From an optimization exercise on the open Yosys and OpenROAD flow, aimed at small area, a short achievable clock period and few clock cycles per item; shortcuts taken in it are not production practice. Only simulation tests tie the RTL to the original design; equivalence was not proved. Power is estimated from default activity; no workload was simulated.

==> flow/design.v (excerpt) <==
module simpledes_core (
    input  wire        clk,
    input  wire        rst,         
    input  wire [23:0] cmd,
    input  wire        cmd_valid,
    output wire        cmd_ready,
    output wire [11:0] dout,
    output wire [7:0]  status
);
Size: about 400 cells after synthesis, roughly 41 flip-flops, about 48 I/O pins, roughly 3700 sq um of cells after synthesis.
clock: 4.5 ns
lec_check: 0
cap_margin: 20
core_margin: 2
core_utilization: 40
setup_slack_margin: 1.0
slew_margin: 20
run.sh (not shown) runs the stock make flow with config.mk's settings and CLKGATE_MAP_FILE= SYNTH_SCRIPT=/design/flow/synth_recipe.tcl, a recipe that flattens the netlist after the stock synthesis.
The starting point completed with no timing, DRC or antenna violations.
Testbench counts at the start, summed over its fixed seeds: cycles 3,073, items 1,600.
Rerun with:
- SETUP_SLACK_MARGIN: 1.0 -> default
What happened: The changed run finished clean. Die area does not change. Count of clock-buffer cells in the layout goes down by 1. Worst hold slack is worse by 0.022 ns. Cell count goes down by 0.74%. Synthesized cell count does not change. Final area came out lower by 2.4%. Via count barely changes. Area after synthesis is unchanged. Critical path depth drops by 1. Worst setup slack degrades by 0.51 ns.
Rerun with:
==> flow/flow/run.sh (new file) <==
#!/bin/bash
# Standard layout, with the port buffers made of a regular buffer cell instead of the
# delay cell buffer_ports picks by default.
set -euo pipefail
bash standard.sh "BUFFER_PORTS_ARGS=-buffer_cell sky130_fd_sc_hd__buf_2" finish > run_standard.log 2>&1
==> flow/standard.sh (new file) <==
#!/bin/bash
# synth_recipe.tcl (not shown) runs the flow's synth.tcl, then flattens the netlist and writes it again
# the make line also repeats each setting of config.mk as NAME=value (left out here)
make -C /OpenROAD-flow-scripts/flow DESIGN_CONFIG=/design/flow/config.mk WORK_HOME=/design/flow/orfs CLKGATE_MAP_FILE= SYNTH_SCRIPT=/design/flow/synth_recipe.tcl "${@:-finish}"
removed: flow/run.sh
Outcome: Register-to-register slack gets better by 0.06 ns; flip-flop and latch count is unchanged; power rises by a little under a tenth; routed wire length hardly moves; combinational power came out lower by a few percent; setup slack gets better by 0.46 ns.

Another version of the RTL of simpledes_core (not shown whole).
For scale: roughly 410 cells after synthesis, about 41 flip-flops, ~3900 µm² of cells after synthesis.
export LEC_CHECK = 0
export CAP_MARGIN = 20
export CORE_MARGIN = 2
export CORE_UTILIZATION = 40
export GPL_ROUTABILITY_DRIVEN = 0
export SETUP_SLACK_MARGIN = 1.3
export SLEW_MARGIN = 20
create_clock -name core_clock -period 4.5 [get_ports {clk}]
standard.sh (not shown) runs the stock make flow with config.mk's settings and CLKGATE_MAP_FILE= SYNTH_SCRIPT=/design/flow/synth_recipe.tcl, a recipe that flattens the netlist after the stock synthesis.
==> flow/flow/run.sh <==
#!/bin/bash
# Standard layout, with the port buffers made of a regular buffer cell instead of the
# delay cell buffer_ports picks by default.
set -euo pipefail
bash standard.sh "BUFFER_PORTS_ARGS=-buffer_cell sky130_fd_sc_hd__buf_1" finish > run_standard.log 2>&1
The first run ran to the end with no violations.
Testbench counts at the start, summed over its fixed seeds: cycles 2,417, items 1,600.
Then changed:
Settings changed: GPL_ROUTABILITY_DRIVEN 0 to unset, SETUP_SLACK_MARGIN 1.3 to 1.4.
Result: The new run ran to the end with no violations; global-route usage came out higher by 0.19 points; setup slack improves by 47 ps; combinational power hardly moves; hold slack is about the same; clock power falls by about 5%; cell area came out higher by 4.0%; critical path depth is lower by 1.

## run 1
Starting RTL as in the previous note.
Settings: LEC_CHECK=0, CAP_MARGIN=20, CORE_MARGIN=2, CORE_UTILIZATION=40, SETUP_SLACK_MARGIN=1.2, SLEW_MARGIN=20; clock period 4.5 ns.
Scripts as last shown in full above: flow/flow/run.sh
Testbench counts of run 1, summed over its fixed seeds: cycles 2,417, items 1,600.
> inputs changed (run 1 -> run 2)
- swapping 1.2 for 1.3 in SETUP_SLACK_MARGIN
For the final area, run 2 came in 23 um^2 higher than run 1 did.
Summary of run 2 over run 1: post-layout total power has increased, utilization after layout increased by 0.24 points relative to the old numbers.
Between run 2 and run 1, the total global routing track utilization figures differ only marginally.
Summary of run 2 over run 1: setup slack went up 0.11 ns; number of gates given a new drive strength after cts went up 3.
Comparing run 2 and run 1, multi-input combinational cell area is lower on run 1.
Comparing run 2 and run 1, the lower time the worst path needs with I/O delays and setup was measured on run 2.
The total of fill cells in the finished design of run 2 is lower than that of run 1.
On power drawn by the combinational cells, run 2 and run 1 are neck and neck.
In summary, run 1 completed successfully, with a layout that passed the timing, DRC and antenna checks.
Run 2 | stages: all done | timing, DRC, antenna: all pass
Setup changes, run 2 to run 3
- a change of SETUP_SLACK_MARGIN from 1.3 to 1.1
Run 3: largest voltage drop on the vdd net is 3.7% lower than what run 2 reported. Run 3: relative area change from synthesis to final layout is 0.78 points lower than what run 2 reported. From run 3 to run 2, met3 track utilization from global routing did not move at all. Run 2 → run 3: number of hold-slack violations in the final timing report flat, final critical-path share of the clock period up 2.4 points, mean cell area of the mapped netlist flat, setup slack down 0.11 ns, number of antenna violations at the first check in global routing flat. Between run 3 and run 2, the via count of the routed design figures differ only marginally. Taking run 2 as the reference, in run 3 share of power burned in the clock network neither gained nor lost much; first-pass GRT wire length neither gained nor lost much.
Here is what was changed in the inputs of run 4 compared with run 3.
- swapping 1.1 for 0.8 in SETUP_SLACK_MARGIN
Notes after the runs:
- Every run in the comparison, run 4 and run 3, completed the flow with a clean layout.
- After detailed routing, run 3 needs less wire than run 4.
- Cell area power density | run 4 below run 3
- Looking at met1 layer usage reported by global route, run 4 sits 0.23 points higher than run 3 does.
- Switching share of power: run 4 vs run 3 up 0.64 points
- NOTE total power after layout run 3->run 4 decreased slightly
- Compared run 3 against run 4; final cell utilization of the core within noise.
Here is what was changed in the inputs of run 5 compared with run 4.
- a change of SLEW_MARGIN from 20 to 10
- a change of SETUP_SLACK_MARGIN from 0.8 to 1.3
- a change of CAP_MARGIN from 20 to 10
Signal arrival time at the worst endpoint (higher): run 4
Post-route core utilization was higher in the run labelled run 5.
Any difference in combinational power between run 5 and run 4 is small enough to ignore.
Lower detailed-route wire length among run 4 and run 5: run 5
Power after layout of run 5 exceeds that of run 4 slightly.
Diff run 4 -> run 5 | minimum setup slack in the final design | increase of 0.22 ns

== v6 ==
The RTL this note starts from:
==> flow/design.v <==
module simpledes_core (
    input  wire        clk,
    input  wire        rst,         
    input  wire [23:0] cmd,
    input  wire        cmd_valid,
    output wire        cmd_ready,
    output wire [11:0] dout,
    output wire [7:0]  status
);
    localparam [2:0] E_NONE    = 3'd0;
    localparam [2:0] E_ILLEGAL = 3'd1;
    localparam [2:0] E_RANGE   = 3'd2;
    localparam [2:0] E_NOKEY   = 3'd3;
    localparam [2:0] E_LOCKED  = 3'd4;
    function [7:0] expand;
        input [5:0] x;
        expand = {x[5], x[4], x[2], x[3], x[2], x[3], x[1], x[0]};
    endfunction
    function [2:0] sbox1;
        input [3:0] a;
        case (a)
            4'h0: sbox1 = 3'd5; 4'h1: sbox1 = 3'd2; 4'h2: sbox1 = 3'd1; 4'h3: sbox1 = 3'd6;
            4'h4: sbox1 = 3'd3; 4'h5: sbox1 = 3'd4; 4'h6: sbox1 = 3'd7; 4'h7: sbox1 = 3'd0;
            4'h8: sbox1 = 3'd1; 4'h9: sbox1 = 3'd4; 4'ha: sbox1 = 3'd6; 4'hb: sbox1 = 3'd2;
            4'hc: sbox1 = 3'd0; 4'hd: sbox1 = 3'd7; 4'he: sbox1 = 3'd5; default: sbox1 = 3'd3;
        endcase
    endfunction
    function [2:0] sbox2;
        input [3:0] a;
        case (a)
            4'h0: sbox2 = 3'd4; 4'h1: sbox2 = 3'd0; 4'h2: sbox2 = 3'd6; 4'h3: sbox2 = 3'd5;
            4'h4: sbox2 = 3'd7; 4'h5: sbox2 = 3'd1; 4'h6: sbox2 = 3'd3; 4'h7: sbox2 = 3'd2;
            4'h8: sbox2 = 3'd5; 4'h9: sbox2 = 3'd3; 4'ha: sbox2 = 3'd0; 4'hb: sbox2 = 3'd7;
            4'hc: sbox2 = 3'd6; 4'hd: sbox2 = 3'd2; 4'he: sbox2 = 3'd1; default: sbox2 = 3'd4;
        endcase
    endfunction
    function [5:0] round_f;
        input [5:0] r;
        input [7:0] rk;
        reg   [7:0] x;
        begin
            x       = expand(r) ^ rk;
            round_f = {sbox1(x[7:4]), sbox2(x[3:0])};
        end
    endfunction
    function [8:0] key_rot;
        input [8:0] k;
        input [3:0] i;
        begin
            case (i)
                4'd1, 4'd10: key_rot = k;
                4'd2, 4'd11: key_rot = {k[7:0], k[8]};
                4'd3, 4'd12: key_rot = {k[6:0], k[8:7]};
                4'd4, 4'd13: key_rot = {k[5:0], k[8:6]};
                4'd5, 4'd14: key_rot = {k[4:0], k[8:5]};
                4'd6, 4'd15: key_rot = {k[3:0], k[8:4]};
                4'd7:        key_rot = {k[2:0], k[8:3]};
                4'd8:        key_rot = {k[1:0], k[8:2]};
                default:     key_rot = {k[0],   k[8:1]};
            endcase
        end
    endfunction
    reg  [8:0]  key;
    reg         kv;
    reg         dv;
    reg  [2:0]  err;
    reg  [5:0]  hl, hr;
    reg  [8:0]  rot;
    reg  [3:0]  rem;         
    reg         dir;         
    reg         busy;
    wire [3:0]  op   = cmd[23:20];
    wire [3:0]  sr   = cmd[19:16];
    wire [3:0]  er   = cmd[15:12];
    wire [11:0] data = cmd[11:0];
    wire fields_zero = (sr == 4'd0) && (er == 4'd0);
    wire is_ldkey = (op == 4'h1) && fields_zero;
    wire is_enc   = (op == 4'h2) && fields_zero;
    wire is_dec   = (op == 4'h3) && fields_zero;
    wire is_proc  = (op == 4'h4);
    wire illegal  = !(is_ldkey || is_enc || is_dec || is_proc);
    reg [2:0] fault;
    always @(*) begin
        if (illegal)
            fault = E_ILLEGAL;
        else if (is_ldkey)
            fault = (data[11:9] != 3'd0) ? E_RANGE : (kv ? E_LOCKED : E_NONE);
        else if (is_proc && (sr == 4'd0 || er == 4'd0))
            fault = E_RANGE;
        else if (!kv)
            fault = E_NOKEY;
        else
            fault = E_NONE;
    end
    wire issue = cmd_valid && !busy;
    wire [5:0] a_l  = busy ? hl : data[11:6];
    wire [5:0] a_r  = busy ? hr : data[5:0];
    wire [7:0] a_k  = busy ? rot[8:1] : (op[0] ? key[7:0] : key[8:1]);
    wire [5:0] ra   = a_l ^ round_f(a_r, a_k);
    wire [8:0] rot1 = dir ? {rot[0], rot[8:1]} : {rot[7:0], rot[8]};
    wire [8:0] rot2 = dir ? {rot[1:0], rot[8:2]} : {rot[6:0], rot[8:7]};
    wire [5:0] rb   = a_r ^ round_f(ra, rot1[8:1]);
    wire       sr_gt = sr > er;
    wire [3:0] span  = sr_gt ? sr - er : er - sr;
    always @(posedge clk) begin
        if (rst) begin
            busy <= 1'b0;
            kv   <= 1'b0;
            dv   <= 1'b0;
            err  <= E_NONE;
        end else if (busy) begin
            if (rem == 4'd1) begin
                hl  <= a_r;
                hr  <= ra;
                rot <= rot1;
            end else begin
                hl  <= ra;
                hr  <= rb;
                rot <= rot2;
            end
            rem <= rem - 4'd2;
            if (rem <= 4'd2) busy <= 1'b0;
        end else if (issue && err == E_NONE) begin
            if (fault != E_NONE) begin
                err <= fault;
            end else if (is_ldkey) begin
                key <= data[8:0];
                kv  <= 1'b1;
            end else begin
                dv <= 1'b1;
                if (is_proc) begin
                    hl   <= data[11:6];
                    hr   <= data[5:0];
                    rot  <= key_rot(key, sr);
                    rem  <= span;
                    dir  <= sr_gt;
                    busy <= (span != 4'd0);
                end else begin
                    hl  <= a_r;
                    hr  <= ra;
                    rot <= op[0] ? key : {key[7:0], key[8]};
                end
            end
        end
    end
    assign cmd_ready = !busy;
    assign dout      = {hl ^ round_f(hr, rot[8:1]), hr};
    assign status    = {3'b000, err, dv, kv};
endmodule
clock: 4.5 ns
lec_check: 0
cap_margin: 20
core_margin: 2
core_utilization: 40
slew_margin: 20
run.sh (not shown) runs the stock make flow with config.mk's settings and CLKGATE_MAP_FILE= SYNTH_SCRIPT=/design/flow/synth_recipe.tcl, a recipe that flattens the netlist after the stock synthesis.
Stock flow here: none of the scripts above is used.
Testbench counts of v6, summed over its fixed seeds: cycles 2,417, items 1,600.
#### Input delta (v7 over v6)
Settings: ABC_CLOCK_PERIOD_IN_PS: unset -> 2000; SETUP_SLACK_MARGIN: unset -> 1.5.
Findings:
- Total of clock buffers placed in the layout is higher on v6
- Changes observed in v7 relative to v6: via count now sits higher; final area rose 19%.
- Going from v6 to v7, hold slack grows by 0.0057 ns.
- Diff v6 -> v7 | non-clock buffer count | increase of 69%
- Total power after layout, v7 vs v6: up by a few percent
- Sort v7 and v6 by total half-perimeter wirelength after legalization and detailed placement, ascending, and v6 comes first.
- Compared to v6, v7 has non-clock buffer area fraction after layout 5.8 points higher.

==> separate check: timing with driven ports <==
No port has a modelled driver above. Below, the same layouts with a new extraction and two added sets of constraints. Step 1, drivers: a clkbuf_16 drives clk and a buf_2 each remaining input, both assumed. Step 2 also shifts input and output timing later by t, the mid clock arrival at the registers, as if the neighbouring blocks saw the same clock. Slacks: ideal ports / drivers / drivers and shift; pairs: ideal ports / drivers.
| run | shift t [ns] | setup slack, ns | worst setup path after step 2 | latest minus earliest clock arrival (ns) | worst data-port slew with drivers (ns) |
|---|---|---|---|---|---|
| the first run of note 1 | 0.324 | 1.170 / 1.140 / 0.893 | input to register | 0.014 / 0.014 | 0.03 |
| the second run of note 1 | 0.331 | 0.660 / 0.627 / 0.826 | input to register | 0.005 / 0.005 | 0.04 |
| the third run of note 1 | 0.326 | 1.123 / 1.094 / 1.319 | input to register | 0.011 / 0.011 | 0.04 |
| the first run of note 2 | 0.340 | 1.413 / 1.398 / 1.085 | input to register | 0.015 / 0.014 | 0.03 |
| the second run of note 2 | 0.333 | 1.460 / 1.472 / 1.139 | input to register | 0.012 / 0.012 | 0.03 |
| run 1 | 0.340 | 1.300 / 1.267 / 0.983 | input to register | 0.015 / 0.016 | 0.03 |
| run 2 | 0.340 | 1.413 / 1.398 / 1.085 | input to register | 0.015 / 0.014 | 0.03 |
| run 3 | 0.340 | 1.304 / 1.272 / 0.982 | input to register | 0.015 / 0.016 | 0.03 |
| run 4 | 0.331 | 1.194 / 1.199 / 0.869 | input to register | 0.011 / 0.011 | 0.03 |
| run 5 | 0.340 | 1.413 / 1.398 / 1.085 | input to register | 0.015 / 0.014 | 0.03 |
| v6 | 0.324 | 0.359 / 0.378 / 0.055 | input to register | 0.003 / 0.003 | 0.04 |
| v7 | 0.332 | 0.695 / 0.689 / 0.357 | input to register | 0.007 / 0.008 | 0.06 |
After both steps every run listed still meets setup and hold. The setup slack of v7, which loses most, moves by -0.006 ns with the drivers and by -0.338 ns with both steps.
